Context: an optimization exercise on an open-source flow, tuned for small area, a short achievable clock period and few clock cycles. The choices shown serve that exercise and are no tape-out recipe.
Where RTL was checked, it was by simulation tests only, not by an equivalence proof against the original.
For runs 4 and 5, only the layout was checked, not whether the RTL still works.
Power is estimated from default activity; no workload was simulated.

<file path="run.sh">
#!/bin/bash
# synth_recipe.tcl (not shown) runs the flow's synth.tcl, then flattens the netlist and writes it again
# the make line also repeats each setting of config.mk as NAME=value (left out here)
make -C /OpenROAD-flow-scripts/flow DESIGN_CONFIG=/design/flow/config.mk WORK_HOME=/design/flow/orfs CLKGATE_MAP_FILE= SYNTH_SCRIPT=/design/flow/synth_recipe.tcl finish
</file>
<file path="config.mk">
export PLATFORM = sky130hd
export DESIGN_NAME = framecore_rx
export DESIGN_NICKNAME = framecore_rx
export VERILOG_FILES = /design/flow/design.v
export SDC_FILE = /design/flow/constraint.sdc
export NUM_CORES = 4
export LEC_CHECK = 0
export CAP_MARGIN = 20
export CORE_MARGIN = 2
export CORE_UTILIZATION = 55
export CTS_BUF_LIST = sky130_fd_sc_hd__clkbuf_16
export CTS_CLUSTER_DIAMETER = 70
export CTS_CLUSTER_SIZE = 30
export SETUP_SLACK_MARGIN = 2.35
export SLEW_MARGIN = 20
</file>
<file path="constraint.sdc">
create_clock -name core_clock -period 5.0 [get_ports {clk}]
set_input_delay 1.0000 -clock core_clock [delete_from_list [all_inputs] [get_ports {clk}]]
set_output_delay 1.0000 -clock core_clock [all_outputs]
set_load 0.01 [all_outputs]
</file>
<file path="design.v">
module framecore_rx (
    input  wire        clk,
    input  wire        rst,             
    input  wire        cfg_scheme,      
    input  wire [32:0] cfg_gen,
    input  wire [7:0]  cfg_tag_start,
    input  wire [7:0]  cfg_tag_stop,
    input  wire [7:0]  cfg_tag_esc,
    input  wire        in_valid,
    output wire        in_ready,
    input  wire [7:0]  in_data,
    output wire        out_valid,
    input  wire        out_ready,
    output wire        out_is_res,      
    output wire [7:0]  out_data,
    output wire [3:0]  out_result,
    output wire [31:0] out_rem,
    output wire [6:0]  out_len
);
    localparam MAXB = 68;               
    localparam NBUF = 68;               
    localparam R_FRAME = 3'd2;
    localparam R_EMPTY = 3'd3;
    localparam R_CDLM  = 3'd4;
    localparam R_ICF   = 3'd5;
    localparam R_OVER  = 3'd7;
    localparam A_SEEK    = 2'd0;
    localparam A_SEEKESC = 2'd1;
    localparam A_BODY    = 2'd2;
    localparam A_BESC    = 2'd3;
    localparam K_APP   = 2'd0;
    localparam K_BEGIN = 2'd1;
    localparam K_STOP  = 2'd2;
    localparam K_OVER  = 2'd3;
    reg  [32:0] g;
    reg  [4:0]  kk;
    wire        g_ok = g[32];
    wire [31:0] gk   = g[31:0];
    wire [5:0]  lsum = 6'd39 - {1'b0, kk};
    reg  [2:0]  code_len;                       
    always @(posedge clk) begin
        if (rst) begin
            g  <= cfg_scheme ? {2'b11, 31'd0} : cfg_gen;
            kk <= cfg_scheme ? 5'd31 : 5'd0;
        end else if (!g[32]) begin
            g  <= {g[31:0], 1'b0};
            kk <= kk + 5'd1;
        end
        code_len <= lsum[5:3];
    end
    reg  [1:0]  a_st;
    reg         act_v;
    reg  [1:0]  act_k;
    reg  [7:0]  act_b;
    reg  [7:0]  act_u;                  
    reg  [27:0] linv_r;
    reg  [7:0]  wptr, bstart, rptr;
    reg  [6:0]  bcnt;                   
    reg         bz;                     
    reg         blt;                    
    reg  [31:0] crc;
    reg         s0_v, s1_v, s2_v;       
    reg  [2:0]  s0_res, s1_res, s2_res;
    reg  [6:0]  s0_len, s1_len, s2_len;
    reg  [31:0] s0_rem, s1_rem;
    reg  [6:0]  s0_pay;                 
    reg         s0_pnz;                 
    reg  [4:0]  s0_sh;                  
    reg         s0_shown;
    reg         o_v, o_res;
    reg  [7:0]  o_data;
    reg  [7:0]  mem [0:NBUF-1];
    reg  [5:0]  eptr, optr;
    reg  [7:0]  rb_e, rb_o;
    reg  [7:0]  sel_e, sel_o;
    integer ri;
    always @(*) begin
        sel_e = 8'd0;
        sel_o = 8'd0;
        for (ri = 0; ri < NBUF / 2; ri = ri + 1) begin
            sel_e = sel_e | (mem[2 * ri]     & {8{eptr == ri}});
            sel_o = sel_o | (mem[2 * ri + 1] & {8{optr == ri}});
        end
    end
    always @(posedge clk) begin
        rb_e <= sel_e;
        rb_o <= sel_o;
    end
    wire full   = (wptr[6:0] == rptr[6:0]) && (wptr[7] != rptr[7]);
    reg  sp_ok;
    wire pop    = o_v && o_res && out_ready;
    wire n_icf;
    wire q_room = !s1_v || (!s2_v && (pop || !n_icf)) || (pop && !n_icf);
    reg  act_app;                       
    wire go_app = act_app && sp_ok;
    wire go_beg = act_v && act_k == K_BEGIN;
    wire go_end = act_v && act_k[1] && q_room;
    wire b_go   = act_v && (
                   (act_k == K_APP)   ? sp_ok :
                   (act_k == K_BEGIN) ? 1'b1 : q_room);
    reg  ir;
    assign in_ready = ir;
    wire take = in_valid && ir;
    wire is_start = (in_data == cfg_tag_start);
    wire is_stop  = (in_data == cfg_tag_stop);
    wire is_esc   = (in_data == cfg_tag_esc);
    wire a_full = (act_v && act_k == K_APP)   ? (bcnt == MAXB - 1) :
                  (act_v && act_k == K_BEGIN) ? 1'b0 : (bcnt == MAXB);
    reg  [1:0]  a_nst, a_nk;
    reg         a_mk;
    always @(*) begin
        a_nst = a_st;
        a_mk  = 1'b0;
        a_nk  = K_APP;
        case (a_st)
            A_SEEK: begin
                if (is_start) begin
                    a_nst = A_BODY;
                    a_mk  = 1'b1;
                    a_nk  = K_BEGIN;
                end else if (is_esc)
                    a_nst = A_SEEKESC;
            end
            A_SEEKESC: a_nst = A_SEEK;
            default: begin
                if (a_st == A_BODY && is_esc)
                    a_nst = A_BESC;
                else if (a_st == A_BODY && is_stop) begin
                    a_nst = A_SEEK;
                    a_mk  = 1'b1;
                    a_nk  = K_STOP;
                end else if (a_st == A_BODY && is_start) begin
                    a_mk  = 1'b1;
                    a_nk  = K_BEGIN;
                end else if (a_full) begin
                    a_nst = A_SEEK;
                    a_mk  = 1'b1;
                    a_nk  = K_OVER;
                end else begin
                    a_nst = A_BODY;
                    a_mk  = 1'b1;
                    a_nk  = K_APP;
                end
            end
        endcase
    end
    wire        act_v_n = (take && a_mk) || (act_v && !b_go);
    wire [1:0]  act_k_n = (take && a_mk) ? a_nk : act_k;
    wire [39:0] in_sh = {32'd0, in_data} << kk;
    reg  [7:0]  in_w;
    integer ia, ja;
    always @(*) begin
        for (ia = 0; ia < 8; ia = ia + 1) begin
            in_w[ia] = in_sh[39 - ia];
            for (ja = 0; ja < ia; ja = ja + 1)
                in_w[ia] = in_w[ia] ^ (in_sh[39 - ja] & linv_r[ia * (ia - 1) / 2 + ja]);
        end
    end
    always @(posedge clk) begin
        if (rst) begin
            a_st  <= A_SEEK;
            act_v <= 1'b0;
            act_app <= 1'b0;
        end else begin
            act_v <= act_v_n;
            act_app <= act_v_n && act_k_n == K_APP;
            act_k <= act_k_n;
            if (take) begin
                act_b <= in_data;
                act_u <= in_w;
                a_st  <= a_nst;
            end
        end
    end
    reg  [7:0]  linv [0:7];             
    reg  [27:0] linv_n;
    integer i, j, m;
    always @(*) begin
        for (i = 0; i < 8; i = i + 1) begin
            linv[i] = 8'd0;
            linv[i][i] = 1'b1;
            for (m = 0; m < i; m = m + 1)
                if (gk[32 - i + m]) linv[i] = linv[i] ^ linv[m];
        end
        for (i = 1; i < 8; i = i + 1)
            for (j = 0; j < i; j = j + 1)
                linv_n[i * (i - 1) / 2 + j] = linv[i][j];
    end
    always @(posedge clk) linv_r <= linv_n;
    wire [39:0] inj = {32'd0, act_b} << kk;
    reg  [31:0] crc_n;
    reg  [7:0]  top;
    always @(*) begin
        for (i = 0; i < 8; i = i + 1) begin
            top[i] = crc[31 - i] ^ act_u[i];
            for (j = 0; j < i; j = j + 1)
                top[i] = top[i] ^ (crc[31 - j] & linv_r[i * (i - 1) / 2 + j]);
        end
        crc_n = {crc[23:0], 8'd0} ^ inj[31:0];
        for (m = 0; m < 8; m = m + 1)
            if (top[m]) crc_n = crc_n ^ (gk << (7 - m));
    end
    function [7:0] incb(input [7:0] p);
        incb = (p[6:0] == NBUF - 1) ? {~p[7], 7'd0} : {p[7], p[6:0] + 7'd1};
    endfunction
    function [5:0] inc34(input [5:0] p);
        inc34 = (p == NBUF / 2 - 1) ? 6'd0 : p + 6'd1;
    endfunction
    wire        short_b = blt;
    wire        crc_bad = (crc != 32'd0);
    wire [6:0]  pay     = bcnt - {4'd0, code_len};
    wire [7:0]  pe_dif  = {1'b0, wptr[6:0]} - {5'd0, code_len};
    wire [7:0]  pend    = pe_dif[7] ? {~wptr[7], pe_dif[6:0] + NBUF[6:0]} : {wptr[7], pe_dif[6:0]};
    wire        good    = !bz && !blt && !crc_bad;
    wire        push   = act_v && act_k[1];
    wire        wr     = go_app;
    reg  [2:0]  n_res;
    always @(*) begin
        if (act_k == K_OVER)    n_res = R_OVER;
        else if (bz)            n_res = R_EMPTY;
        else if (short_b)       n_res = R_CDLM;
        else if (crc_bad)       n_res = R_ICF;
        else                    n_res = R_FRAME;
    end
    wire        n_frame = (n_res == R_FRAME);
    assign      n_icf   = (n_res == R_ICF);
    wire [6:0]  s1_pay = (s1_v && s1_res == R_FRAME) ? s1_len : 7'd0;
    always @(posedge clk) begin
        if (wr) mem[wptr[6:0]] <= act_b;
    end
    always @(posedge clk) begin
        if (rst) begin
            wptr   <= 8'd0;
            bstart <= 8'd0;
            bcnt   <= 7'd0;
            bz     <= 1'b1;
            blt    <= 1'b1;
            crc    <= 32'd0;
        end else begin
            if (go_app) begin
                bcnt <= bcnt + 7'd1;
                bz   <= 1'b0;
                blt  <= (bcnt + 7'd1 < {4'd0, code_len});
                crc  <= crc_n;
                wptr <= incb(wptr);
            end
            if (go_beg) begin
                bcnt <= 7'd0;
                bz   <= 1'b1;
                blt  <= 1'b1;
                crc  <= 32'd0;
                wptr <= bstart;
            end
            if (go_end) begin
                bcnt <= 7'd0;
                bz   <= 1'b1;
                blt  <= 1'b1;
                if (act_k == K_STOP && good) begin
                    wptr   <= pend;
                    bstart <= pend;
                end else
                    wptr <= bstart;
            end
        end
    end
    wire o_free = !o_v || out_ready;
    wire rd     = o_free && s0_pnz;
    wire at0 = pop ? !s1_v : !s0_v;
    wire at1 = pop ? (s1_v && !s2_v) : (s0_v && !s1_v);
    wire at2 = pop ? s2_v : (s1_v && !s2_v);
    always @(posedge clk) begin
        if (rst) begin
            s0_v     <= 1'b0;
            s1_v     <= 1'b0;
            s2_v     <= 1'b0;
            s0_pay   <= 7'd0;
            s0_pnz   <= 1'b0;
            s0_sh    <= 5'd0;
            s0_shown <= 1'b0;
            rptr     <= 8'd0;
            eptr     <= 6'd0;
            optr     <= 6'd0;
            o_v      <= 1'b0;
            o_res    <= 1'b0;
        end else begin
            if (pop || (!s0_v && push)) begin
                s0_shown <= 1'b0;
                if (pop && s1_v) begin
                    s0_v   <= 1'b1;
                    s0_res <= s1_res;
                    s0_len <= s1_len;
                    s0_pay <= s1_pay;
                    s0_pnz <= (s1_pay != 7'd0);
                    s0_rem <= s1_rem;
                    s0_sh  <= (s1_res == R_ICF) ? kk : 5'd0;
                end else begin
                    s0_v   <= push;
                    s0_res <= n_res;
                    s0_len <= pay;
                    s0_pay <= (push && n_frame) ? pay : 7'd0;
                    s0_pnz <= push && n_frame && (pay != 7'd0);
                    s0_rem <= crc;
                    s0_sh  <= (push && n_icf) ? kk : 5'd0;
                end
            end else begin
                if (s0_sh != 5'd0) begin
                    s0_rem <= {1'b0, s0_rem[31:1]};
                    s0_sh  <= s0_sh - 5'd1;
                end
                if (rd) begin
                    s0_pay <= s0_pay - 7'd1;
                    s0_pnz <= (s0_pay != 7'd1);
                end
                if (o_free && s0_v && s0_pay == 7'd0 && s0_sh == 5'd0)
                    s0_shown <= 1'b1;
            end
            if (push && at1) begin
                s1_v   <= 1'b1;
                s1_res <= n_res;
                s1_len <= pay;
                s1_rem <= crc;
            end else if (pop) begin
                s1_v   <= s2_v;
                s1_res <= s2_res;
                s1_len <= s2_len;
                s1_rem <= 32'd0;        
            end
            if (push && at2 && !n_icf) begin
                s2_v   <= 1'b1;
                s2_res <= n_res;
                s2_len <= pay;
            end else if (pop)
                s2_v <= 1'b0;
            if (rd) begin
                rptr <= incb(rptr);
                if (rptr[0]) optr <= inc34(optr);
                else         eptr <= inc34(eptr);
            end
            if (o_free) begin
                if (rd) begin
                    o_v    <= 1'b1;
                    o_res  <= 1'b0;
                    o_data <= rptr[0] ? rb_o : rb_e;
                end else if (s0_v && !s0_shown && s0_sh == 5'd0 && !pop) begin
                    o_v    <= 1'b1;
                    o_res  <= 1'b1;
                end else
                    o_v <= 1'b0;
            end
        end
    end
    wire g_ok_n  = rst ? (cfg_scheme || cfg_gen[32]) : (g[32] || g[31]);
    wire b_go_c  = act_v && (
                   (act_k == K_APP)   ? sp_ok :
                   (act_k == K_BEGIN) ? 1'b1 : (!s1_v || (pop && !s2_v)));
    wire av_c    = (take && a_mk) || (act_v && !b_go_c);
    wire s1_free = !s1_v && !(act_v && act_k[1]);
    wire [7:0] wnx = incb(wptr);
    wire sp_ok_n = !full && !((wnx[6:0] == rptr[6:0]) && (wnx[7] != rptr[7]) && wr);
    always @(posedge clk) sp_ok <= rst || sp_ok_n;
    always @(posedge clk) begin
        if (rst)
            ir <= g_ok_n;
        else
            ir <= g_ok_n && (!av_c ||
                  ((act_k_n == K_APP)   ? sp_ok_n :
                   (act_k_n == K_BEGIN) ? 1'b1 : s1_free));
    end
    assign out_valid  = o_v;
    assign out_is_res = o_res;
    assign out_data   = o_data;
    assign out_result = {1'b0, s0_res};
    assign out_rem    = s0_rem;
    assign out_len    = s0_len;
endmodule
</file>
==> results of run 1 <==
==> worst max-delay path: stages (launching register included) <==
cell	delay, ns
dfxtp_1	0.58
nor2b_1	0.31
nand3_1	0.56
nor2_1	0.98
==> worst max path at each step <==
stage	slack, ns	cells after the start	endpoint
after floorplan	2.27	7	crc[7]
after global placement	1.40	7	s0_pay[2]
after detailed placement	1.37	8	s0_sh[4]
after CTS	2.21	8	wptr[6]
after global routing	2.12	8	wptr[6]
final	2.22	3	mem[63][7]
==> flip-flops by register name, indices dropped and copies added (netlist names), 8 cells and up <==
signal	flops
wptr	8
rb_e	8
bstart	8
rptr	8
rb_o	8
s1_rem	32
crc	32
o_data	8
linv_r	8
s0_rem	32
g	33
mem	544
act_b	8
==> where the power goes <==
part | switching (mW) | internal, mW | total, mW
clock | 2.51 | 1.95 | 4.46
sequential | 0.256 | 7.68 | 7.94
combinational | 1.06 | 0.976 | 2.04
==> cell usage in the layout, fill, tap and decap left out, types with 55 or more instances in the layout <==
cell	count
a22oi_1	175
xnor2_1	172
edfxtp_1	700
nand4_1	67
o21ai_0	100
nor2_1	177
a22o_1	84
dfxtp_1	95
a21oi_1	68
and3_1	62
nand2_1	398
clkdlybuf4s50_1	97
buf_4	126
nand3_1	55
xor2_1	99
==> metrics by stage <==
stage	setup WS (ns)	hold WS, ns	util, %	instances	total power, mW
after CTS	2.21	0.472	62.2	4157	14.3
after global routing	2.12	0.495	64.2	4217	14.9
final	2.22	0.477	64.2	4218	14.4
after floorplan	2.27	0.361	-	3117	9.17
after global placement	1.40	0.439	58.6	4027	9.81
after detailed placement	1.37	0.459	58.6	4027	9.83
==> routing by layer <==
layer | up-vias | wire, um
li1 | 11800 | -
met4 | 0 | 4200
met2 | 1600 | 58100
met5 | - | 0
met1 | 13700 | 48700
met3 | 222 | 11400
==> what timing repair did <==
| item | 4_1_cts | 5_1_grt |
|---|---|---|
| buffers inserted | 44 | 57 |
| pin swaps | 16 | 75 |
| cloned | 3 | 3 |
| setup endpoints to repair | 357 | 272 |
| gates resized for setup | 130 | 186 |
==> synth_stat cells, types with 48 or more instances <==
master,number,area [um^2]
edfxtp_1,700,21000
nand2_1,417,1570
nor2_1,226,848
xnor2_1,199,1740
a22oi_1,177,1330
clkbuf_1,144,541
dfxtp_1,130,2600
o21ai_0,109,546
xor2_1,106,928
a22o_1,84,736
and3_1,75,469
a21oi_1,70,350
nand4_1,67,419
a221oi_1,59,517
nand3_1,56,280
mux2i_1,54,541
nor3_1,48,240
==> cell type report <==
type | count | area, um^2 | share of cell area, %
flip-flops and latches | 830 | 23700 | 53.7
multi-input cells | 2054 | 14700 | 33.4
repair buffers | 282 | 2780 | 6.30
clock buffers | 48 | 1200 | 2.72
well taps | 931 | 1160 | 2.64
clock inverters | 35 | 394 | 0.893
inverters | 36 | 143 | 0.323
repair inverters | 1 | 7.51 | 0.0170
diodes | 1 | 2.50 | 0.00567
==> cell families after synthesis <==
logic type      count (synthesis)  share of synthesized area [%]
mux                            78                           2.18
xor+xnor                      342                           9.11
compound gates                598                           11.2
other cells                     1                        0.00982
fa+ha+maj                      31                           1.05
simple gates                 1003                           12.0
buf+inv                       234                           2.64
flops                         830                           61.8
==> impl_metrics.env, run 1 <==
export IMPL_fin_nets=3351
export IMPL_avgSynthCellArea_um2=12.3
export IMPL_cts_buffers=46
export IMPL_core_area_um2=68700
export IMPL_ios=124
export IMPL_clock_path_buffers=3
export IMPL_hold_end="bstart[6]"
export IMPL_dr_pass1_iters=6
export IMPL_yosysSeqAreaShare_pct=61.8
export IMPL_peakVddDrop_mv=0.257
export IMPL_period_minus_slack_ns=2.78
export IMPL_cp_end_kind="flop"
export IMPL_dp_hpwl_um=79700
export IMPL_async_flop_share_pct=0
export IMPL_dieArea_um2=71600
export IMPL_path_class="reg -> reg"
export IMPL_antenna_found_initial=0
export IMPL_synth_main_ff_cell="edfxtp_1"
export IMPL_start_util_pct=55.6
export IMPL_use_met3_pct=4.97
export IMPL_holdPathStages=2
export IMPL_hold_viol_final=0
export IMPL_numClockSinks=830
export IMPL_worst_slew_pin_slew_ns=1.19
export IMPL_syn_area_um2=38200
export IMPL_grt_usage_pct=33.4
export IMPL_synth_seq_cells=830
export IMPL_clk_pin_slew_ns=0.10
export IMPL_grt_start_max_net_pins=70
export IMPL_drt_wl_total_um=122000
export IMPL_drtIter0Drc=3383
export IMPL_area_growth_pct=15.5
export IMPL_holdBufCountCts=0
export IMPL_grt_pass1_wl_um=174000
export IMPL_drive_above_1_share_pct=15.9
export IMPL_min_path_type="reg -> reg"
export IMPL_cellLeakagePower_nw=15.4
export IMPL_fmax_mhz=360
export IMPL_required_ns=5.27
export IMPL_cp_arrival_ns=3.05
export IMPL_synth_edf_count=700
export IMPL_p_per_area_nw_per_um2=327
export IMPL_finalCritPeriodShare_pct=55.6
export IMPL_grt_pass1_vias=25400
export IMPL_die_w_um=268
export IMPL_postSynthCellCount=3117
export IMPL_yosysWarnings=2
export IMPL_worstSkewPairLatency_ns=0.65
export IMPL_viasPerCell=6.48
export IMPL_rrSetupSlack_ns=2.22
export IMPL_min_from="bstart[6]"
export IMPL_grtUsageMet2_pct=54.8
export IMPL_setup_viol=0
export IMPL_die_h_um=268
export IMPL_rsz0062_at_grt="yes"
export IMPL_ys_types=79
export IMPL_fillers=5278
export IMPL_outcome="finished clean"
export IMPL_critical_path_peak_fanout=12
export IMPL_drc=0
export IMPL_core_rowCount=96
export IMPL_cp_start_kind="flop"
export IMPL_r2r_start="wptr[5]"
export IMPL_ctsHtreeMaxLevel=2
export IMPL_use_met1_pct=46.5
export IMPL_portBuffers=122
export IMPL_slew_viol_final=0
export IMPL_r2r_end="mem[63][7]"
export IMPL_routabilityCongestion=0.930
export IMPL_synth_nets=3217
export IMPL_relSlewSlack_pct=20.4
export IMPL_grt_overflow=0
export IMPL_vias=27300
export IMPL_ant_nets=0
export IMPL_tritoncts="built"
export IMPL_wl_per_cell_um=29.0
export IMPL_dpl_instance_area_um2=40300
export IMPL_fin_skew_ns=0.0342
export IMPL_ctsRootBufferMaster="clkbuf_16"
export IMPL_crit_start="wptr[5]"
export IMPL_cap_viol_max_count=0
export IMPL_ff2ff_path_depth=3
export IMPL_top_usage_layer="met2"
export IMPL_final_cell_area_um2=44100
export IMPL_tns_ns=0
Testbench counts, summed over its fixed seeds: cycles 10,123.
==> run 2: changes to the inputs <==
--- a/config.mk
+++ b/config.mk
@@ -7,9 +7,9 @@
 export LEC_CHECK = 0
 export CAP_MARGIN = 20
 export CORE_MARGIN = 2
-export CORE_UTILIZATION = 55
+export CORE_UTILIZATION = 40
 export CTS_BUF_LIST = sky130_fd_sc_hd__clkbuf_16
 export CTS_CLUSTER_DIAMETER = 70
 export CTS_CLUSTER_SIZE = 30
-export SETUP_SLACK_MARGIN = 2.35
+export SETUP_SLACK_MARGIN = 2.5
 export SLEW_MARGIN = 20
==> impl_metrics.env, run 2 <==
export IMPL_grt_pass1_wl_um=174000
export IMPL_core_rowCount=113
export IMPL_ios=124
export IMPL_cp_end_kind="flop"
export IMPL_ctsHtreeMaxLevel=2
export IMPL_critical_path_peak_fanout=6
export IMPL_start_util_pct=40.3
export IMPL_clk_pin_slew_ns=0.10
export IMPL_tritoncts="built"
export IMPL_layout_commonest_cell="edfxtp_1"
export IMPL_path_class="reg -> reg"
export IMPL_avgSynthCellArea_um2=12.3
export IMPL_dp_hpwl_um=78100
export IMPL_r2r_end="s0_pay[5]"
export IMPL_fillers=8311
export IMPL_peakVddDrop_mv=0.304
export IMPL_dieArea_um2=98000
export IMPL_slew_viol_final=0
export IMPL_required_ns=5.53
export IMPL_hold_viol_final=0
export IMPL_drt_wl_total_um=123000
export IMPL_setup_viol=0
export IMPL_drtIter0Drc=3281
export IMPL_cap_viol_max_count=0
export IMPL_cts_buffers=46
export IMPL_period_minus_slack_ns=2.59
export IMPL_die_h_um=313
export IMPL_synth_main_ff_cell="edfxtp_1"
export IMPL_synth_top_cell_by_area="edfxtp_1"
export IMPL_min_path_type="reg -> reg"
export IMPL_cp_arrival_ns=3.12
export IMPL_dr_pass1_iters=7
export IMPL_yosys_top_cells_count="edfxtp_1 (700), nand2_1 (417), nor2_1 (226), xnor2_1 (199), a22oi_1 (177)"
export IMPL_fin_skew_ns=0.0528
export IMPL_relSlewSlack_pct=28.9
export IMPL_synth_edf_count=700
export IMPL_die_w_um=313
export IMPL_drc=0
export IMPL_rrSetupSlack_ns=2.41
export IMPL_syn_area_um2=38200
export IMPL_grt_overflow=0
export IMPL_synth_nets=3217
export IMPL_outcome="finished clean"
export IMPL_hold_ws_ns=0.471
export IMPL_grt_usage_pct=23.8
export IMPL_worst_slew_pin_slew_ns=1.06
export IMPL_antenna_found_initial=3
export IMPL_yosysWarnings=2
export IMPL_yosysSeqAreaShare_pct=61.8
export IMPL_synth_seq_cells=830
export IMPL_grt_pass1_vias=25300
export IMPL_ff2ff_path_depth=10
export IMPL_finalCritPeriodShare_pct=51.8
export IMPL_portBuffers=122
export IMPL_async_flop_share_pct=0
export IMPL_area_growth_pct=20.5
export IMPL_core_area_um2=94900
export IMPL_wl_per_cell_um=26.6
export IMPL_ctsRootBufferMaster="clkbuf_16"
export IMPL_cp_start_kind="flop"
export IMPL_cellLeakagePower_nw=16.1
export IMPL_postSynthCellCount=3117
export IMPL_grt_start_max_net_pins=71
export IMPL_yosys_top_cells_area="edfxtp_1 (55%), dfxtp_1 (6.8%), xnor2_1 (4.6%)"
export IMPL_p_per_area_nw_per_um2=315
export IMPL_numClockSinks=830
export IMPL_crit_start="crc[14]"
export IMPL_layout_common_cells="edfxtp_1 (700), nand2_1 (387), a22oi_1 (174), buf_4 (166), xnor2_1 (158)"
export IMPL_fmax_mhz=386
export IMPL_largest_reg_flops=544
export IMPL_ant_nets=0
export IMPL_synth_top_area_share_pct=55.0
export IMPL_crit_path_end="s0_pay[5]"
export IMPL_clock_path_buffers=3
export IMPL_ys_types=79
export IMPL_synth_most_common_cell="edfxtp_1"
export IMPL_routabilityCongestion=0.888
export IMPL_fin_cells=4618
export IMPL_viasPerCell=5.87
export IMPL_holdBufCountCts=0
export IMPL_vias=27100
export IMPL_drive_above_1_share_pct=22.0
export IMPL_worstSkewPairLatency_ns=0.65
export IMPL_r2r_start="crc[14]"
export IMPL_rsz0062_at_grt="yes"
export IMPL_place_inst=4365
export IMPL_tns_ns=0
export IMPL_fin_nets=3416
## run 2: cell counts after synthesis
Identical to the previous run, type by type.
## run 2: worst max-delay path, stage by stage (launching register included)
cell,delay (ns)
dfxtp_2,0.39
nor4_4,0.29
nand4_1,0.14
buf_6,0.16
buf_4,0.13
or3b_4,0.46
nor3b_4,0.33
a221o_1,0.25
a21oi_1,0.07
nand2b_1,0.14
a21oi_1,0.13
## run 2: power breakdown
group | internal [mW] | switching [mW]
logic | 0.964 | 1.05
clock network | 1.93 | 2.63
registers | 7.67 | 0.250
total | 10.6 | 3.93
## run 2: how the worst min path moves through the flow
stage,cells past startpoint,to,slack (ns),start
6_report,2,bstart[0],0.47,bstart[0]
5_1_grt,2,bstart[0],0.51,bstart[0]
4_1_cts,2,bstart[0],0.47,bstart[0]
3_5_place_dp,2,bstart[6],0.45,bstart[6]
3_3_place_gp,2,bstart[6],0.45,bstart[6]
2_1_floorplan,0,linv_r[20],0.36,g[31]
## run 2: metal layers
| metal | global-route usage, % | part of all wire (%) | vias to the layer above |
|---|---|---|---|
| li1 | - | - | 12000 |
| met1 | 32.4 | 40 | 13600 |
| met2 | 39.6 | 48 | 1280 |
| met3 | 3.24 | 7.9 | 218 |
| met4 | 7.46 | 3.5 | 0 |
| met5 | 0 | 0 | - |
## run 2: timing repair
| action | CTS | global route |
|---|---|---|
| cloned | 6 | 9 |
| setup buffers | 79 | 74 |
| gates resized for setup | 358 | 244 |
| endpoints found under the setup margin | 616 | 385 |
| pin swaps | 61 | 129 |
## run 2: cells by family after synthesis
kind of cell	Yosys count	synth area share, %
DFF	830	61.8
and+or+nand+nor	1003	12.0
xor gates and xnor gates	342	9.11
adders and majority gates	31	1.05
AOI/OAI and AO/OA	598	11.2
buffers and inverters	234	2.64
muxes	78	2.18
other	1	0.00982
## run 2: cell type report
class	count	area (um^2)	share of cell area, %
tap	1265	1580	3.44
antenna	2	5.00	0.0109
timing repair buffer	344	3300	7.16
timing repair inverter	1	7.51	0.0163
clock buffer	46	1150	2.50
clock inverter	37	499	1.08
multi-input combinational	2057	15600	33.8
inverter	36	143	0.310
sequential	830	23800	51.7
## run 2: per-stage QoR
step | cell area, um^2 | total power, mW | util (%) | setup slack [ns]
global route | 46000 | 14.9 | 48.5 | 2.31
floorplan | 38400 | 9.18 | - | 2.27
finish | 46000 | 14.5 | 48.5 | 2.41
detailed placement | 40700 | 9.80 | 42.9 | 1.34
CTS | 44200 | 14.3 | 46.6 | 2.41
global placement | 40700 | 9.80 | 42.9 | 1.37
==> run 3: changes to the inputs <==
--- a/config.mk
+++ b/config.mk
@@ -11,5 +11,5 @@
 export CTS_BUF_LIST = sky130_fd_sc_hd__clkbuf_16
 export CTS_CLUSTER_DIAMETER = 70
 export CTS_CLUSTER_SIZE = 30
-export SETUP_SLACK_MARGIN = 2.5
+export SETUP_SLACK_MARGIN = 2.2
 export SLEW_MARGIN = 20
==> impl_metrics.env, run 3 <==
export IMPL_drive_above_1_share_pct=11.4
export IMPL_worstSkewPairLatency_ns=0.66
export IMPL_dp_hpwl_um=77900
export IMPL_ctsRootBufferMaster="clkbuf_16"
export IMPL_ctsHtreeMaxLevel=2
export IMPL_vias=26200
export IMPL_fillers=8514
export IMPL_clk_pin_slew_ns=0.10
export IMPL_period_minus_slack_ns=2.81
export IMPL_worst_slack_ns=2.19
export IMPL_holdBufCountCts=0
export IMPL_cellLeakagePower_nw=15.0
export IMPL_fin_skew_ns=0.0824
export IMPL_wl_per_cell_um=26.1
export IMPL_yosysSeqAreaShare_pct=61.8
export IMPL_min_from="s0_shown"
export IMPL_outcome="finished clean"
export IMPL_path_cells="clkinvlp_4 > buf_4 > or3_1 > or2_2 > nor2_1"
export IMPL_p_per_area_nw_per_um2=331
export IMPL_die_h_um=313
export IMPL_dpl_instance_area_um2=40800
export IMPL_viasPerCell=5.81
export IMPL_min_path_type="reg -> reg"
export IMPL_finalCritPeriodShare_pct=56.3
export IMPL_die_w_um=313
export IMPL_ys_types=79
export IMPL_antenna_found_initial=3
export IMPL_layout_common_cells="edfxtp_1 (700), nand2_1 (414), nor2_1 (207), xnor2_1 (190), a22oi_1 (176)"
export IMPL_r2r_start="wptr[0]"
export IMPL_routabilityCongestion=0.937
export IMPL_drt_wl_total_um=118000
export IMPL_cp_arrival_ns=3.10
export IMPL_dieArea_um2=98000
export IMPL_ios=124
export IMPL_grt_start_max_net_pins=82
export IMPL_cp_slowest_cell="nor2_1"
export IMPL_setup_viol=0
export IMPL_area_growth_pct=14.0
export IMPL_grt_pass1_wl_um=170000
export IMPL_largest_reg_flops=544
export IMPL_synth_most_common_cell="edfxtp_1"
export IMPL_drc=0
export IMPL_syn_area_um2=38200
export IMPL_cp_start_kind="flop"
export IMPL_dp_slack_ns=1.34
export IMPL_synth_top_cell_by_area="edfxtp_1"
export IMPL_clock_path_buffers=3
export IMPL_core_rowCount=113
export IMPL_dr_pass1_iters=6
export IMPL_worst_slew_pin_slew_ns=1.15
export IMPL_grt_pass1_vias=24500
export IMPL_cp_end_kind="flop"
export IMPL_synth_edf_count=700
export IMPL_slew_viol_final=0
export IMPL_critical_path_peak_fanout=8
export IMPL_holdPathStages=2
export IMPL_fmax_mhz=355
export IMPL_core_area_um2=94900
export IMPL_yosys_top_cells_count="edfxtp_1 (700), nand2_1 (417), nor2_1 (226), xnor2_1 (199), a22oi_1 (177)"
export IMPL_r2r_end="mem[33][5]"
export IMPL_portBuffers=122
export IMPL_final_cell_area_um2=43500
export IMPL_cp_num_buf_inv=2
export IMPL_yosys_top_cells_area="edfxtp_1 (55%), dfxtp_1 (6.8%), xnor2_1 (4.6%)"
export IMPL_postSynthCellCount=3117
export IMPL_cts_buffers=47
export IMPL_tns_ns=0
export IMPL_numClockSinks=830
export IMPL_critPathTopFamily="simple AND/OR/NAND/NOR gates"
export IMPL_tritoncts="built"
export IMPL_peakVddDrop_mv=0.311
export IMPL_async_flop_share_pct=0
export IMPL_regArea_um2=23700
export IMPL_multi_input_area_um2=14200
export IMPL_layout_commonest_cell="edfxtp_1"
export IMPL_hold_ws_ns=0.463
export IMPL_synth_nets=3217
export IMPL_hold_viol_final=0
export IMPL_grt_usage_pct=23.3
export IMPL_grt_overflow=0
export IMPL_ff2ff_path_depth=5
export IMPL_start_util_pct=40.3
export IMPL_fin_util_pct=45.9
export IMPL_slowest_delay_ns=0.90
export IMPL_ant_nets=0
export IMPL_required_ns=5.28
export IMPL_synth_main_ff_cell="edfxtp_1"
export IMPL_relSlewSlack_pct=22.7
export IMPL_synth_seq_cells=830
export IMPL_path_class="reg -> reg"
export IMPL_fin_nets=3312
export IMPL_yosysWarnings=2
export IMPL_rsz0062_at_grt="yes"
export IMPL_synth_top_area_share_pct=55.0
export IMPL_drtIter0Drc=3213
export IMPL_rrSetupSlack_ns=2.19
export IMPL_cap_viol_max_count=0
export IMPL_avgSynthCellArea_um2=12.3
export IMPL_hold_end="s0_shown"
==> run 3: cell counts after synthesis <==
Identical to the previous run, type by type.
==> run 3: cells by family (layout without fill, tap and decap cells) <==
group           count (synthesis)  after routing  synth area share [%]
flops                         830            830                  61.8
mux                            78             78                  2.18
xor+xnor                      342            344                  9.11
simple gates                 1003           1003                  12.0
fa+ha+maj                      31             31                  1.05
other cells                     1              2               0.00982
compound gates                598            599                  11.2
buf+inv                       234            364                  2.64
==> run 3: stage by stage <==
stage,cells,power [mW]
floorplan,3117,9.16
global placement,4373,9.79
detailed placement,4376,9.80
CTS,4483,14.4
global route,4515,14.9
finish,4516,14.4
==> run 3: how the worst max path moves through the flow <==
stage	start	end	slack [ns]	depth (start not counted)
finish	wptr[0]	mem[33][5]	2.19	5
global route	kk[3]	crc[19]	2.13	7
CTS	out_ready	s1_len[6]	2.09	9
detailed placement	in_data[7]	ir	1.34	8
global placement	in_data[7]	ir	1.41	8
floorplan	rst	g[0]	2.17	4
==> run 3: metal layers <==
metal  wire (um)  GRT usage, %
met1       48300          31.9
met2       56400          38.7
met3        9060          3.06
met4        3810          6.74
met5          25             0
==> run 3: cell type report <==
type	count	share of cell area, %
Sequential cell	830	54.4
Timing Repair inverter	1	0.0172
Antenna cell	1	0.00575
Clock buffer	47	2.70
Tap cell	1265	3.64
Multi-Input combinational cell	2056	32.5
Inverter	36	0.328
Timing Repair Buffer	240	5.13
Clock inverter	40	1.28
==> run 3: tightest hold or removal path, stage by stage, from the launching register on <==
cell     delay [ns]
dfxtp_1        0.32
nand2_1        0.05
a21oi_1        0.05
==> run 3: what timing repair did <==
item                       in CTS  in global routing
pin swaps                      10                 19
cloned                          2                  3
setup buffers                  18                 27
resized for setup              66                 81
setup endpoints to repair     207                130
==> run 3: where the power goes <==
| part | internal, mW | switching [mW] | total, mW |
|---|---|---|---|
| clock network | 2.05 | 2.64 | 4.70 |
| registers | 7.69 | 0.250 | 7.94 |
| logic | 0.857 | 0.924 | 1.78 |
==> run 4: changes to the inputs <==
--- a/design.v
+++ b/design.v
@@ -353,7 +353,7 @@
     wire b_go_c  = act_v && (
                    (act_k == K_APP)   ? sp_ok :
                    (act_k == K_BEGIN) ? 1'b1 : (!s1_v || (pop && !s2_v)));
-    wire av_c    = (take && a_mk) || (act_v && !b_go_c);
+    wire av_c    = act_v_n;
     wire s1_free = !s1_v && !(act_v && act_k[1]);
     wire [7:0] wnx = incb(wptr);
     wire sp_ok_n = !full && !((wnx[6:0] == rptr[6:0]) && (wnx[7] != rptr[7]) && wr);
--- a/config.mk
+++ b/config.mk
@@ -11,5 +11,5 @@
 export CTS_BUF_LIST = sky130_fd_sc_hd__clkbuf_16
 export CTS_CLUSTER_DIAMETER = 70
 export CTS_CLUSTER_SIZE = 30
-export SETUP_SLACK_MARGIN = 2.2
+export SETUP_SLACK_MARGIN = 2.7
 export SLEW_MARGIN = 20
==> impl_metrics.env, run 4 <==
export IMPL_outcome="finished clean"
export IMPL_r2r_start="act_u[2]"
export IMPL_slowest_delay_ns=0.48
export IMPL_async_flop_share_pct=0
export IMPL_portBuffers=122
export IMPL_setup_viol=0
export IMPL_synth_main_ff_cell="edfxtp_1"
export IMPL_hold_viol_final=0
export IMPL_cp_arrival_ns=3.14
export IMPL_critical_path_peak_fanout=5
export IMPL_tritoncts="built"
export IMPL_ff2ff_path_depth=10
export IMPL_clk_pin_slew_ns=0.09
export IMPL_cp_depth=10
export IMPL_cts_buffers=47
export IMPL_antenna_found_initial=4
export IMPL_dpl_instance_area_um2=40900
export IMPL_dieArea_um2=97700
export IMPL_cp_end_kind="flop"
export IMPL_seq_power_share_pct=54.1
export IMPL_grt_overflow=0
export IMPL_wl_per_cell_um=26.7
export IMPL_ios=124
export IMPL_drive_above_1_share_pct=29.0
export IMPL_cp_num_buf_inv=2
export IMPL_peakVddDrop_mv=0.293
export IMPL_vias=27300
export IMPL_fmax_mhz=390
export IMPL_ant_nets=0
export IMPL_grt_usage_pct=24.3
export IMPL_fin_nets=3445
export IMPL_ctsRootBufferMaster="clkbuf_16"
export IMPL_grt_pass1_vias=25600
export IMPL_drtIter0Drc=3075
export IMPL_power_internal_mw=10.7
export IMPL_routed_top_layer="met5"
export IMPL_path_cells="xnor2_4 > buf_12 > buf_6 > xnor3_2 > nand2_1 > xor2_1 > xnor2_1 > xnor2_1 > xnor3_1 > a21oi_1"
export IMPL_path_class="reg -> reg"
export IMPL_yosys_top_cells_area="edfxtp_1 (55%), dfxtp_1 (6.8%), xnor2_1 (4.7%)"
export IMPL_dr_pass1_iters=6
export IMPL_critPathTopFamily="XOR/XNOR gates"
export IMPL_holdBufCountCts=0
export IMPL_synth_most_common_cell="edfxtp_1"
export IMPL_dp_hpwl_um=77800
export IMPL_rsz0062_at_grt="yes"
export IMPL_die_h_um=313
export IMPL_crit_top_cell="xnor2_1"
export IMPL_synth_edf_count=700
export IMPL_fin_skew_ns=0.0573
export IMPL_yosys_top_cells_count="edfxtp_1 (700), nand2_1 (406), nor2_1 (236), xnor2_1 (204), a22oi_1 (171)"
export IMPL_synth_seq_cells=830
export IMPL_die_w_um=313
export IMPL_power_switching_share_pct=27.2
export IMPL_power_frac_comb_pct=14.7
export IMPL_area_growth_pct=25.1
export IMPL_yosysSeqAreaShare_pct=62.0
export IMPL_p_per_area_nw_per_um2=308
export IMPL_final_cell_area_um2=47600
export IMPL_tns_ns=0
export IMPL_insertedDiodeCount=0
export IMPL_worstSkewPairLatency_ns=0.67
export IMPL_worst_slew_pin_slew_ns=0.996
export IMPL_relSlewSlack_pct=32.7
export IMPL_syn_area_um2=38100
export IMPL_rrSetupSlack_ns=2.43
export IMPL_core_rowCount=113
export IMPL_drc=0
export IMPL_synth_nets=3207
export IMPL_ys_types=70
export IMPL_wl_met3_um=10300
export IMPL_cp_slowest_cell="edfxtp_1"
export IMPL_period_minus_slack_ns=2.57
export IMPL_r2r_end="crc[8]"
export IMPL_yosysWarnings=2
export IMPL_p_switching_mw=3.99
export IMPL_wirelength_met1_um=48600
export IMPL_cellLeakagePower_nw=16.4
export IMPL_layout_common_cells="edfxtp_1 (700), nand2_1 (329), buf_4 (187), a22oi_1 (164), xnor2_1 (147)"
export IMPL_drt_wl_total_um=124000
export IMPL_core_area_um2=94700
export IMPL_viasPerCell=5.86
export IMPL_min_path_type="reg -> reg"
export IMPL_synth_top_area_share_pct=55.2
export IMPL_wl_met2_um=60000
export IMPL_crit_start="act_u[2]"
export IMPL_largest_reg_flops=544
export IMPL_layout_commonest_cell="edfxtp_1"
export IMPL_cap_viol_max_count=0
export IMPL_fin_total_pwr_mw=14.7
export IMPL_grt_pass1_wl_um=177000
export IMPL_numClockSinks=830
export IMPL_clock_path_buffers=3
export IMPL_postSynthCellCount=3107
export IMPL_grt_start_max_net_pins=71
export IMPL_crit_path_end="crc[8]"
export IMPL_slew_viol_final=0
export IMPL_routabilityCongestion=0.889
export IMPL_ctsHtreeMaxLevel=2
export IMPL_required_ns=5.57
export IMPL_avgSynthCellArea_um2=12.3
export IMPL_cp_start_kind="flop"
export IMPL_finalCritPeriodShare_pct=51.3
export IMPL_synth_top_cell_by_area="edfxtp_1"
export IMPL_start_util_pct=40.2
export IMPL_clkPwrFrac_pct=31.2
## run 4: cell count changes after synthesis, moves of 12 or more
cell | before | now
buf_2 | 32 | 15
o211ai_1 | 2 | 14
clkbuf_1 | 144 | 157
and3_1 | 75 | 39
and2_1 | 12 | 43
## run 4: worst register-to-register path: cells and delay by family, from the launching register on
family | cells | cell delay (ns)
XOR/XNOR | 6 | 1.54
AND/OR/NAND/NOR | 1 | 0.11
buffers and inverters | 2 | 0.24
flip-flops | 1 | 0.48
AO/OA/AOI/OAI | 1 | 0.15
## run 4: area by class of cell
cell class                 instances  area (um^2)
tap                             1265         1580
fill                            8089        47100
sequential                       830        23800
clock buffer                      47         1180
clock inverter                    40          487
inverter                          41          178
multi-input combinational       2044        17000
timing repair buffer             380         3420
timing repair inverter             1         7.51
## run 4: through the flow
stage / cells / util [%] / setup WS [ns] / hold WS (ns)
after global placement: 4355 / 43.1 / 1.61 / 0.461
after detailed placement: 4356 / 43.2 / 1.57 / 0.454
final: 4648 / 50.3 / 2.43 / 0.468
after CTS: 4578 / 48.2 / 2.43 / 0.465
after floorplan: 3107 / - / 2.31 / 0.361
after global routing: 4648 / 50.3 / 2.38 / 0.477
## run 4: metal layers
layer | vias up | GRT usage, %
li1 | 12000 | -
met5 | - | 0
met4 | 4 | 7.99
met2 | 1371 | 40.6
met1 | 13600 | 32.4
met3 | 307 | 3.99
## run 4: timing repair
item / in CTS / in global routing
resized for setup: 718 / 296
setup buffers: 121 / 68
setup endpoints to repair: 792 / 515
endpoints found under the hold margin: 0 / 0
pin swaps: 206 / 172
gates cloned: 14 / 2
## run 4: logic make-up after synthesis
kind of cell / after synthesis / share of synthesized area (%)
simple gates: 989 / 11.8
other cells: 1 / 0.00985
flops: 830 / 62.0
compound gates: 591 / 11.1
fa+ha+maj: 30 / 1.02
xor+xnor: 347 / 9.27
buf+inv: 240 / 2.55
mux: 79 / 2.24
## run 4: worst min path at each step
stage               startpoint         end  slack (ns)  cells past startpoint
finish                s0_shown    s0_shown        0.47                      2
global route          s0_shown    s0_shown        0.48                      2
floorplan                g[31]  linv_r[20]        0.36                      0
global placement    mem[29][3]     rb_o[3]        0.46                      2
detailed placement    s0_shown    s0_shown        0.45                      2
CTS                   s0_shown    s0_shown        0.47                      2
## run 4: power groups by stage
stage	Combinational [mW]	Clock, mW	Sequential (mW)
global route	2.31	4.84	7.96
finish	2.16	4.57	7.94
detailed placement	1.74	0	8.11
CTS	1.96	4.63	7.94
floorplan	1.19	0	7.99
global placement	1.73	0	8.11
==> run 5: changes to the inputs <==
--- a/config.mk
+++ b/config.mk
@@ -11,5 +11,5 @@
 export CTS_BUF_LIST = sky130_fd_sc_hd__clkbuf_16
 export CTS_CLUSTER_DIAMETER = 70
 export CTS_CLUSTER_SIZE = 30
-export SETUP_SLACK_MARGIN = 2.7
+export SETUP_SLACK_MARGIN = 2.9
 export SLEW_MARGIN = 20
==> impl_metrics.env, run 5 <==
export IMPL_cp_start_kind="flop"
export IMPL_routabilityCongestion=0.886
export IMPL_min_path_type="reg -> reg"
export IMPL_synth_xor_area_share_pct=9.27
export IMPL_seq_power_share_pct=53.0
export IMPL_portBuffers=122
export IMPL_critPathTopFamily="adder cells"
export IMPL_hold_viol_final=0
export IMPL_ctsHtreeMaxLevel=2
export IMPL_relSlewSlack_pct=41.8
export IMPL_ios=124
export IMPL_drc=0
export IMPL_worst_slack_ns=2.43
export IMPL_ys_types=70
export IMPL_synth_top_cell_by_area="edfxtp_1"
export IMPL_grt_overflow=0
export IMPL_min_from="s0_shown"
export IMPL_vias=28300
export IMPL_power_internal_mw=10.9
export IMPL_wl_per_cell_um=26.6
export IMPL_core_rowCount=113
export IMPL_worstSkewPairLatency_ns=0.64
export IMPL_layout_common_cells="edfxtp_1 (700), nand2_1 (323), buf_4 (284), a22oi_1 (158), xnor2_1 (132)"
export IMPL_numClockSinks=830
export IMPL_synth_mux_area_share_pct=2.24
export IMPL_antenna_found_initial=1
export IMPL_dpl_instance_area_um2=41000
export IMPL_p_switching_mw=4.12
export IMPL_synth_main_ff_cell="edfxtp_1"
export IMPL_start_util_pct=40.2
export IMPL_layout_commonest_cell="edfxtp_1"
export IMPL_drive_above_1_share_pct=36.0
export IMPL_p_per_area_nw_per_um2=297
export IMPL_async_flop_share_pct=0
export IMPL_tritoncts="built"
export IMPL_cp_arrival_ns=3.10
export IMPL_power_switching_share_pct=27.5
export IMPL_die_w_um=313
export IMPL_dp_slack_ns=1.49
export IMPL_synth_nets=3207
export IMPL_clock_path_buffers=3
export IMPL_fin_skew_ns=0.0433
export IMPL_cellLeakagePower_nw=17.8
export IMPL_ff2ff_path_depth=13
export IMPL_rsz0062_at_grt="yes"
export IMPL_synth_top_family_by_area="simple AND/OR/NAND/NOR gates"
export IMPL_r2r_start="wptr[1]"
export IMPL_synth_compound_area_share_pct=11.1
export IMPL_ctsRootBufferMaster="clkbuf_16"
export IMPL_slowest_delay_ns=0.45
export IMPL_finalCritPeriodShare_pct=51.4
export IMPL_cp_end_kind="flop"
export IMPL_grt_start_max_net_pins=70
export IMPL_fin_total_pwr_mw=15.0
export IMPL_grt_usage_pct=24.8
export IMPL_path_class="reg -> reg"
export IMPL_fmax_mhz=389
export IMPL_yosys_area_share_simple_pct=11.8
export IMPL_viasPerCell=5.87
export IMPL_avgSynthCellArea_um2=12.3
export IMPL_critical_path_peak_fanout=5
export IMPL_path_cells="inv_1 > fa_2 > xor2_2 > inv_2 > ha_4 > and4b_1 > buf_4 > buf_6 > xnor2_2 > mux2i_1 > nor2_2 > a21oi_1 > nor2_1"
export IMPL_dp_hpwl_um=77500
export IMPL_hold_end="s0_shown"
export IMPL_fin_nets=3610
export IMPL_synth_fa_ha_area_share_pct=1.02
export IMPL_drtIter0Drc=3302
export IMPL_required_ns=5.53
export IMPL_grt_pass1_wl_um=181000
export IMPL_yosys_top_cells_area="edfxtp_1 (55%), dfxtp_1 (6.8%), xnor2_1 (4.7%)"
export IMPL_dieArea_um2=97700
export IMPL_clk_pin_slew_ns=0.11
export IMPL_rrSetupSlack_ns=2.43
export IMPL_peakVddDrop_mv=0.281
export IMPL_power_frac_comb_pct=15.8
export IMPL_cap_viol_max_count=0
export IMPL_synth_seq_cells=830
export IMPL_ant_nets=0
export IMPL_die_h_um=313
export IMPL_syn_area_um2=38100
export IMPL_clkPwrFrac_pct=31.2
export IMPL_cp_num_buf_inv=4
export IMPL_fillers=7745
export IMPL_cts_buffers=47
export IMPL_drt_wl_total_um=128000
export IMPL_tns_ns=0
export IMPL_largest_reg_flops=544
export IMPL_final_cell_area_um2=50600
export IMPL_slew_viol_final=0
export IMPL_cp_slowest_cell="fa_2"
export IMPL_r2r_end="wptr[4]"
export IMPL_outcome="finished clean"
export IMPL_area_growth_pct=32.7
export IMPL_postSynthCellCount=3107
export IMPL_yosys_top_cells_count="edfxtp_1 (700), nand2_1 (406), nor2_1 (236), xnor2_1 (204), a22oi_1 (171)"
export IMPL_dr_pass1_iters=5
export IMPL_synth_most_common_cell="edfxtp_1"
export IMPL_yosysSeqAreaShare_pct=62.0
export IMPL_synth_edf_count=700
export IMPL_yosysWarnings=2
export IMPL_setup_viol=0
export IMPL_worst_slew_pin_slew_ns=0.873
export IMPL_synth_top_area_share_pct=55.2
export IMPL_grt_pass1_vias=26500
export IMPL_period_minus_slack_ns=2.57
export IMPL_core_area_um2=94700
export IMPL_holdPathStages=2
[run 5: cell counts after synthesis]
No cell type changed its count.
[run 5: logic make-up after synthesis]
| group | count (synthesis) |
|---|---|
| adder cells (fa/ha/maj) | 30 |
| AND/OR/NAND/NOR | 989 |
| AO/OA/AOI/OAI | 591 |
| other | 1 |
| XOR/XNOR | 347 |
| multiplexers | 79 |
| flip-flops | 830 |
| buffers and inverters | 240 |
[run 5: area by class of cell]
type	instances	area [um^2]	area share, %
Timing Repair Buffer	544	5280	10.4
Multi-Input combinational cell	2045	18000	35.6
Clock buffer	48	1200	2.38
Sequential cell	830	23800	47.0
Tap cell	1265	1580	3.13
Timing Repair inverter	1	7.51	0.0148
Inverter	41	178	0.351
Clock inverter	39	527	1.04
Antenna cell	2	5.00	0.00990
[run 5: per-layer routing]
layer	global-route usage (%)	share of wire [%]
met3	3.76	8.3
met4	8.01	4.3
met2	41.8	48
met5	0	0.010
met1	32.7	39
[run 5: worst register-to-register path: cells and delay by family, from the launching register on]
family	cells	cell delay (ns)
adder cells (fa/ha/maj)	2	0.61
AO/OA/AOI/OAI	1	0.13
XOR/XNOR	2	0.30
buffers and inverters	4	0.52
flip-flops	1	0.41
multiplexers	1	0.17
AND/OR/NAND/NOR	3	0.32
[run 5: repair_timing]
item	CTS	global route
buffers inserted	207	157
pin swaps	260	250
setup endpoints to repair	894	639
cloned	12	3
hold buffers	0	0
resized for setup	940	365
[run 5: how the worst max path moves through the flow]
stage                       endpoint  depth (start not counted)         from
after floorplan              crc[16]                          8     act_b[5]
after global placement    s0_rem[10]                          6    out_ready
after detailed placement  s0_rem[20]                          6    out_ready
after CTS                 mem[32][1]                          4      wptr[5]
after global routing         wptr[6]                         13  code_len[1]
final                        wptr[4]                         13      wptr[1]
[run 5: power by group through the flow]
stage	clock (mW)	sequential (mW)	combinational (mW)
detailed placement	0	8.09	1.77
floorplan	0	7.99	1.20
global route	4.96	7.96	2.51
finish	4.68	7.95	2.37
CTS	4.70	7.93	2.05
global placement	0	8.10	1.75
[run 5: metrics by stage]
step	utilization [%]	cells	hold WS (ns)
2_1_floorplan	-	3107	0.361
3_3_place_gp	43.3	4345	0.449
3_5_place_dp	43.3	4347	0.452
4_1_cts	50.1	4653	0.468
5_1_grt	53.4	4813	0.485
6_report	53.4	4815	0.465
==> run 6: changes to the inputs <==
--- a/design.v
+++ b/design.v
@@ -59,9 +59,9 @@
     reg         bz;                     
     reg         blt;                    
     reg  [31:0] crc;
-    reg         s0_v, s1_v, s2_v;       
-    reg  [2:0]  s0_res, s1_res, s2_res;
-    reg  [6:0]  s0_len, s1_len, s2_len;
+    reg         s0_v, s1_v, s2_v, s3_v;    
+    reg  [2:0]  s0_res, s1_res, s2_res, s3_res;
+    reg  [6:0]  s0_len, s1_len, s2_len, s3_len;
     reg  [31:0] s0_rem, s1_rem;
     reg  [6:0]  s0_pay;                 
     reg         s0_pnz;                 
@@ -90,7 +90,7 @@
     reg  sp_ok;
     wire pop    = o_v && o_res && out_ready;
     wire n_icf;
-    wire q_room = !s1_v || (!s2_v && (pop || !n_icf)) || (pop && !n_icf);
+    wire q_room = !s1_v || (!s2_v && pop) || (!n_icf && (!s3_v || pop));
     reg  act_app;                       
     wire go_app = act_app && sp_ok;
     wire go_beg = act_v && act_k == K_BEGIN;
@@ -267,12 +267,14 @@
     wire rd     = o_free && s0_pnz;
     wire at0 = pop ? !s1_v : !s0_v;
     wire at1 = pop ? (s1_v && !s2_v) : (s0_v && !s1_v);
-    wire at2 = pop ? s2_v : (s1_v && !s2_v);
+    wire at2 = pop ? (s2_v && !s3_v) : (s1_v && !s2_v);
+    wire at3 = pop ? s3_v : (s2_v && !s3_v);
     always @(posedge clk) begin
         if (rst) begin
             s0_v     <= 1'b0;
             s1_v     <= 1'b0;
             s2_v     <= 1'b0;
+            s3_v     <= 1'b0;
             s0_pay   <= 7'd0;
             s0_pnz   <= 1'b0;
             s0_sh    <= 5'd0;
@@ -329,8 +331,17 @@
                 s2_v   <= 1'b1;
                 s2_res <= n_res;
                 s2_len <= pay;
+            end else if (pop) begin
+                s2_v   <= s3_v;
+                s2_res <= s3_res;
+                s2_len <= s3_len;
+            end
+            if (push && at3 && !n_icf) begin
+                s3_v   <= 1'b1;
+                s3_res <= n_res;
+                s3_len <= pay;
             end else if (pop)
-                s2_v <= 1'b0;
+                s3_v <= 1'b0;
             if (rd) begin
                 rptr <= incb(rptr);
                 if (rptr[0]) optr <= inc34(optr);
--- a/config.mk
+++ b/config.mk
@@ -7,9 +7,9 @@
 export LEC_CHECK = 0
 export CAP_MARGIN = 20
 export CORE_MARGIN = 2
-export CORE_UTILIZATION = 40
+export CORE_UTILIZATION = 50
 export CTS_BUF_LIST = sky130_fd_sc_hd__clkbuf_16
 export CTS_CLUSTER_DIAMETER = 70
 export CTS_CLUSTER_SIZE = 30
-export SETUP_SLACK_MARGIN = 2.9
+export SETUP_SLACK_MARGIN = 2.5
 export SLEW_MARGIN = 20
==> impl_metrics.env, run 6 <==
export IMPL_outcome="finished clean"
export IMPL_drive_above_1_share_pct=21.6
export IMPL_cp_num_buf_inv=3
export IMPL_async_flop_share_pct=0
export IMPL_ios=124
export IMPL_setup_viol=0
export IMPL_top_usage_layer="met2"
export IMPL_drt_wl_total_um=124000
export IMPL_path_cells="clkinvlp_4 > ha_4 > fa_2 > xor2_1 > inv_1 > ha_2 > inv_2 > a211o_1 > a21oi_2 > xnor2_2 > a211o_1 > a21oi_2"
export IMPL_grtUsageMet2_pct=49.9
export IMPL_peakVddDrop_mv=0.252
export IMPL_portBuffers=122
export IMPL_cp_end_kind="flop"
export IMPL_final_cell_area_um2=45900
export IMPL_finalCritPeriodShare_pct=53.2
export IMPL_ctsRootBufferMaster="clkbuf_16"
export IMPL_ant_nets=0
export IMPL_synth_most_common_cell="edfxtp_1"
export IMPL_p_per_area_nw_per_um2=320
export IMPL_grt_start_max_net_pins=84
export IMPL_synth_seq_cells=841
export IMPL_avgSynthCellArea_um2=12.3
export IMPL_grt_pass1_wl_um=177000
export IMPL_r2r_end="wptr[6]"
export IMPL_start_util_pct=50.5
export IMPL_grt_pass1_vias=26300
export IMPL_clock_path_buffers=3
export IMPL_layout_commonest_cell="edfxtp_1"
export IMPL_largest_reg_flops=544
export IMPL_dp_slack_ns=1.40
export IMPL_hold_viol_final=0
export IMPL_clk_pin_slew_ns=0.09
export IMPL_layout_common_cells="edfxtp_1 (710), nand2_1 (384), a22oi_1 (177), buf_4 (161), nor2_1 (157)"
export IMPL_antenna_found_initial=5
export IMPL_slew_viol_final=0
export IMPL_cp_arrival_ns=3.22
export IMPL_postSynthCellCount=3132
export IMPL_vias=27700
export IMPL_ctsHtreeMaxLevel=2
export IMPL_synth_top_cell_by_area="edfxtp_1"
export IMPL_dpl_instance_area_um2=40900
export IMPL_period_minus_slack_ns=2.66
export IMPL_drtIter0Drc=3288
export IMPL_fin_cells=4405
export IMPL_cp_depth=12
export IMPL_area_growth_pct=19.4
export IMPL_dieArea_um2=79100
export IMPL_tritoncts="built"
export IMPL_yosys_top_cells_count="edfxtp_1 (710), nand2_1 (423), nor2_1 (241), xnor2_1 (194), a22oi_1 (177)"
export IMPL_holdPathStages=2
export IMPL_relSlewSlack_pct=27.3
export IMPL_synth_top_area_share_pct=55.5
export IMPL_cp_slowest_cell="dfxtp_4"
export IMPL_cellLeakagePower_nw=16.1
export IMPL_worst_slew_pin_slew_ns=1.09
export IMPL_r2r_start="wptr[0]"
export IMPL_required_ns=5.56
export IMPL_crit_path_end="wptr[6]"
export IMPL_grt_usage_pct=30.7
export IMPL_critical_path_peak_fanout=4
export IMPL_synth_edf_count=710
export IMPL_cts_buffers=49
export IMPL_dr_pass1_iters=6
export IMPL_ys_types=71
export IMPL_hold_ws_ns=0.478
export IMPL_fin_skew_ns=0.0735
export IMPL_worstSkewPairLatency_ns=0.67
export IMPL_drc=0
export IMPL_grt_overflow=0
export IMPL_use_met1_pct=42.1
export IMPL_cp_start_kind="flop"
export IMPL_wl_per_cell_um=28.2
export IMPL_die_w_um=281
export IMPL_yosys_top_cells_area="edfxtp_1 (55%), dfxtp_1 (6.8%), xnor2_1 (4.4%)"
export IMPL_fmax_mhz=376
export IMPL_path_class="reg -> reg"
export IMPL_cap_viol_max_count=0
export IMPL_fin_total_pwr_mw=14.7
export IMPL_core_rowCount=101
export IMPL_tns_ns=0
export IMPL_fin_nets=3433
export IMPL_syn_area_um2=38400
export IMPL_routabilityCongestion=0.939
export IMPL_yosysSeqAreaShare_pct=62.3
export IMPL_rsz0062_at_grt="yes"
export IMPL_synth_nets=3232
export IMPL_fillers=6096
export IMPL_critPathTopFamily="compound AO/OA/AOI/OAI gates"
export IMPL_viasPerCell=6.28
export IMPL_yosysWarnings=2
export IMPL_core_area_um2=76100
export IMPL_place_inst=4165
export IMPL_rrSetupSlack_ns=2.34
export IMPL_min_path_type="reg -> reg"
export IMPL_numClockSinks=841
export IMPL_die_h_um=281
export IMPL_ff2ff_path_depth=12
export IMPL_use_met3_pct=4.85
export IMPL_crit_start="wptr[0]"
export IMPL_fin_util_pct=60.3
export IMPL_synth_main_ff_cell="edfxtp_1"
export IMPL_worst_slack_ns=2.34
export IMPL_slowest_delay_ns=0.39
export IMPL_dp_hpwl_um=81200
[run 6: cell count changes after synthesis, sizes merged, moves of 10 or more]
cell    previous run  this run
and2              44        19
buf               42        55
clkbuf           157       131
edfxtp           700       710
mux2              30        19
nand2            409       423
o21ai             99       121
xor2             107       118
[run 6: metal layers]
layer / vias up / part of all wire (%)
met5: - / 0.012
met4: 2 / 4.0
met3: 282 / 9.5
met2: 1460 / 47
met1: 13900 / 40
li1: 12000 / -
[run 6: kinds of logic (layout without fill, tap and decap cells)]
family | count (synthesis) | in the layout | share of synthesized area [%]
flip-flops | 841 | 841 | 62.3
buffers and inverters | 234 | 471 | 2.53
other | 1 | 3 | 0.00976
multiplexers | 72 | 73 | 2.00
AND/OR/NAND/NOR | 1001 | 1001 | 11.8
XOR/XNOR | 349 | 351 | 9.23
adder cells (fa/ha/maj) | 30 | 30 | 1.02
AO/OA/AOI/OAI | 604 | 605 | 11.1
[run 6: how the worst min path moves through the flow]
stage / slack, ns / end / start
after floorplan: 0.35 / code_len[0] / kk[3]
after global placement: 0.45 / wptr[4] / bstart[4]
after detailed placement: 0.46 / rb_o[5] / mem[13][5]
after CTS: 0.47 / wptr[4] / bstart[4]
after global routing: 0.50 / wptr[4] / bstart[4]
final: 0.48 / wptr[4] / bstart[4]
[run 6: worst reg2reg max path: cells and delay by family, from the launching register on]
| family | cells | cell delay, ns |
|---|---|---|
| DFF | 1 | 0.39 |
| xor gates and xnor gates | 2 | 0.27 |
| adders and majority gates | 3 | 0.74 |
| AOI/OAI and AO/OA | 4 | 0.92 |
| buffers and inverters | 3 | 0.29 |
[run 6: area by class of cell]
cell class | instances | area (um^2) | share of cell area [%]
repair buffers | 331 | 3060 | 6.66
repair inverters | 1 | 7.51 | 0.0164
clock inverters | 40 | 380 | 0.829
diodes | 2 | 5.00 | 0.0109
clock buffers | 51 | 1280 | 2.78
well taps | 1030 | 1290 | 2.81
inverters | 48 | 193 | 0.420
multi-input cells | 2061 | 15700 | 34.1
flip-flops and latches | 841 | 24000 | 52.4
[run 6: timing repair]
item | CTS | global route
pin swaps | 49 | 149
setup buffers | 53 | 84
endpoints found under the setup margin | 649 | 324
cloned | 4 | 6
resized for setup | 296 | 306
hold buffers | 0 | 0
[run 6: power by group]
group	leakage, nW	switching, mW	internal [mW]
clock network	0.825	2.56	1.98
registers	7.56	0.245	7.78
logic	7.67	1.11	0.988
total	16.1	3.92	10.8
Testbench counts of run 6, summed over its fixed seeds: cycles 9,977.
==> run 7: changes to the inputs <==
--- a/config.mk
+++ b/config.mk
@@ -7,7 +7,7 @@
 export LEC_CHECK = 0
 export CAP_MARGIN = 20
 export CORE_MARGIN = 2
-export CORE_UTILIZATION = 50
+export CORE_UTILIZATION = 40
 export CTS_BUF_LIST = sky130_fd_sc_hd__clkbuf_16
 export CTS_CLUSTER_DIAMETER = 70
 export CTS_CLUSTER_SIZE = 30
==> impl_metrics.env, run 7 <==
export IMPL_hold_viol_final=0
export IMPL_yosysSeqAreaShare_pct=62.3
export IMPL_fmax_mhz=383
export IMPL_path_class="reg -> reg"
export IMPL_insertedDiodeCount=0
export IMPL_grt_usage_pct=24.0
export IMPL_yosysWarnings=2
export IMPL_critical_path_peak_fanout=4
export IMPL_async_flop_share_pct=0
export IMPL_synth_nets=3232
export IMPL_grt_start_max_net_pins=83
export IMPL_ff2ff_path_depth=11
export IMPL_ctsRootBufferMaster="clkbuf_16"
export IMPL_antenna_found_initial=0
export IMPL_die_w_um=314
export IMPL_routabilityCongestion=0.900
export IMPL_tns_ns=0
export IMPL_outcome="finished clean"
export IMPL_yosys_top_cells_area="edfxtp_1 (55%), dfxtp_1 (6.8%), xnor2_1 (4.4%)"
export IMPL_postSynthCellCount=3132
export IMPL_slowest_delay_ns=0.46
export IMPL_tritoncts="built"
export IMPL_crit_top_cell="buf_12"
export IMPL_critPathTopFamily="XOR/XNOR gates"
export IMPL_viasPerCell=5.82
export IMPL_worst_slew_pin_slew_ns=1.16
export IMPL_core_area_um2=95200
export IMPL_yosys_top_cells_count="edfxtp_1 (710), nand2_1 (423), nor2_1 (241), xnor2_1 (194), a22oi_1 (177)"
export IMPL_largest_reg_flops=544
export IMPL_grt_pass1_wl_um=175000
export IMPL_required_ns=5.55
export IMPL_dr_pass1_iters=5
export IMPL_synth_most_common_cell="edfxtp_1"
export IMPL_cp_depth=11
export IMPL_synth_main_ff_cell="edfxtp_1"
export IMPL_numClockSinks=841
export IMPL_wl_per_cell_um=26.3
export IMPL_cp_start_kind="flop"
export IMPL_area_growth_pct=21.0
export IMPL_period_minus_slack_ns=2.61
export IMPL_holdBufCountCts=0
export IMPL_dieArea_um2=98600
export IMPL_grt_pass1_vias=25200
export IMPL_finalCritPeriodShare_pct=52.3
export IMPL_rsz0062_at_grt="yes"
export IMPL_relSlewSlack_pct=22.7
export IMPL_cellLeakagePower_nw=16.2
export IMPL_layout_common_cells="edfxtp_1 (710), nand2_1 (378), a22oi_1 (177), nor2_1 (165), buf_4 (142)"
export IMPL_fin_skew_ns=0.0456
export IMPL_fin_util_pct=48.9
export IMPL_ys_types=71
export IMPL_drtIter0Drc=3265
export IMPL_drc=0
export IMPL_cap_viol_max_count=0
export IMPL_drt_wl_total_um=122000
export IMPL_syn_area_um2=38400
export IMPL_cp_num_buf_inv=3
export IMPL_layout_commonest_cell="edfxtp_1"
export IMPL_setup_viol=0
export IMPL_drive_above_1_share_pct=21.6
export IMPL_cp_end_kind="flop"
export IMPL_fin_nets=3428
export IMPL_core_rowCount=113
export IMPL_p_per_area_nw_per_um2=322
export IMPL_clk_pin_slew_ns=0.11
export IMPL_worstSkewPairLatency_ns=0.65
export IMPL_synth_top_area_share_pct=55.5
export IMPL_holdPathStages=2
export IMPL_synth_top_cell_by_area="edfxtp_1"
export IMPL_min_path_type="reg -> reg"
export IMPL_slew_viol_final=0
==> run 7: cell counts after synthesis <==
No cell type changed its count.
==> run 7: worst paths after layout <==
kind                            slack, ns       to  startpoint
worst max-delay path                 2.39  crc[27]     crc[31]
worst min-delay path                 0.47  wptr[1]   bstart[1]
worst max register to register       2.39  crc[27]     crc[31]
worst min register to register       0.47  wptr[1]   bstart[1]
==> run 7: cell type report <==
type                       instances  area, um^2
timing repair inverter             1        7.51
multi-input combinational       2060       15700
sequential                       841       24100
clock inverter                    40         569
fill                            8207       48600
timing repair buffer             327        3140
inverter                          48         188
clock buffer                      50        1250
tap                             1265        1580
==> run 7: metrics by stage <==
stage | total power [mW] | area (um^2) | cells | hold WS, ns | worst slack [ns]
after floorplan | 9.30 | 38700 | 3132 | 0.346 | 2.23
after global placement | 9.94 | 41100 | 4401 | 0.458 | 1.44
after detailed placement | 9.95 | 41200 | 4401 | 0.462 | 1.41
after CTS | 14.8 | 44700 | 4576 | 0.474 | 2.36
after global routing | 15.5 | 46500 | 4632 | 0.505 | 2.32
final | 15.0 | 46500 | 4632 | 0.470 | 2.39
==> run 7: kinds of logic (layout without fill, tap and decap cells) <==
group	after synthesis	after routing	share of synthesized area (%)
xor+xnor	349	351	9.23
compound gates	604	605	11.1
flops	841	841	62.3
other cells	1	1	0.00976
simple gates	1001	1001	11.8
fa+ha+maj	30	30	1.02
buf+inv	234	466	2.53
mux	72	72	2.00
==> run 7: repair_timing <==
| item | in CTS | in global routing |
|---|---|---|
| hold endpoints to repair | 0 | 0 |
| setup endpoints to repair | 676 | 355 |
| gates cloned | 6 | 2 |
| buffers inserted | 79 | 54 |
| pin swaps | 60 | 117 |
| gates resized for setup | 315 | 284 |
==> run 7: routing by layer <==
layer	wire length (um)	track usage [%]	part of all wire (%)
met1	49400	32.5	41
met2	59300	40.3	49
met3	9620	3.38	7.9
met4	3640	6.61	3.0
met5	0	0	0
==> run 7: where the power goes <==
part	total (mW)	switching, mW	internal (mW)
Sequential	8.03	0.254	7.78
Combinational	2.12	1.11	1.01
Clock	4.85	2.79	2.06
==> run 7: tightest hold or removal path, cell delays in order, from the launching register on <==
cell	delay [ns]
dfxtp_1	0.33
nand2_1	0.05
a211oi_1	0.06

Check on run 7: ideal ports give 2.386 ns setup slack; a clkbuf_16 on the clock port and buf_2 on the inputs give 2.386 ns; moving port delays by the midpoint clock arrival (0.696 ns) as well gives 1.840 ns.
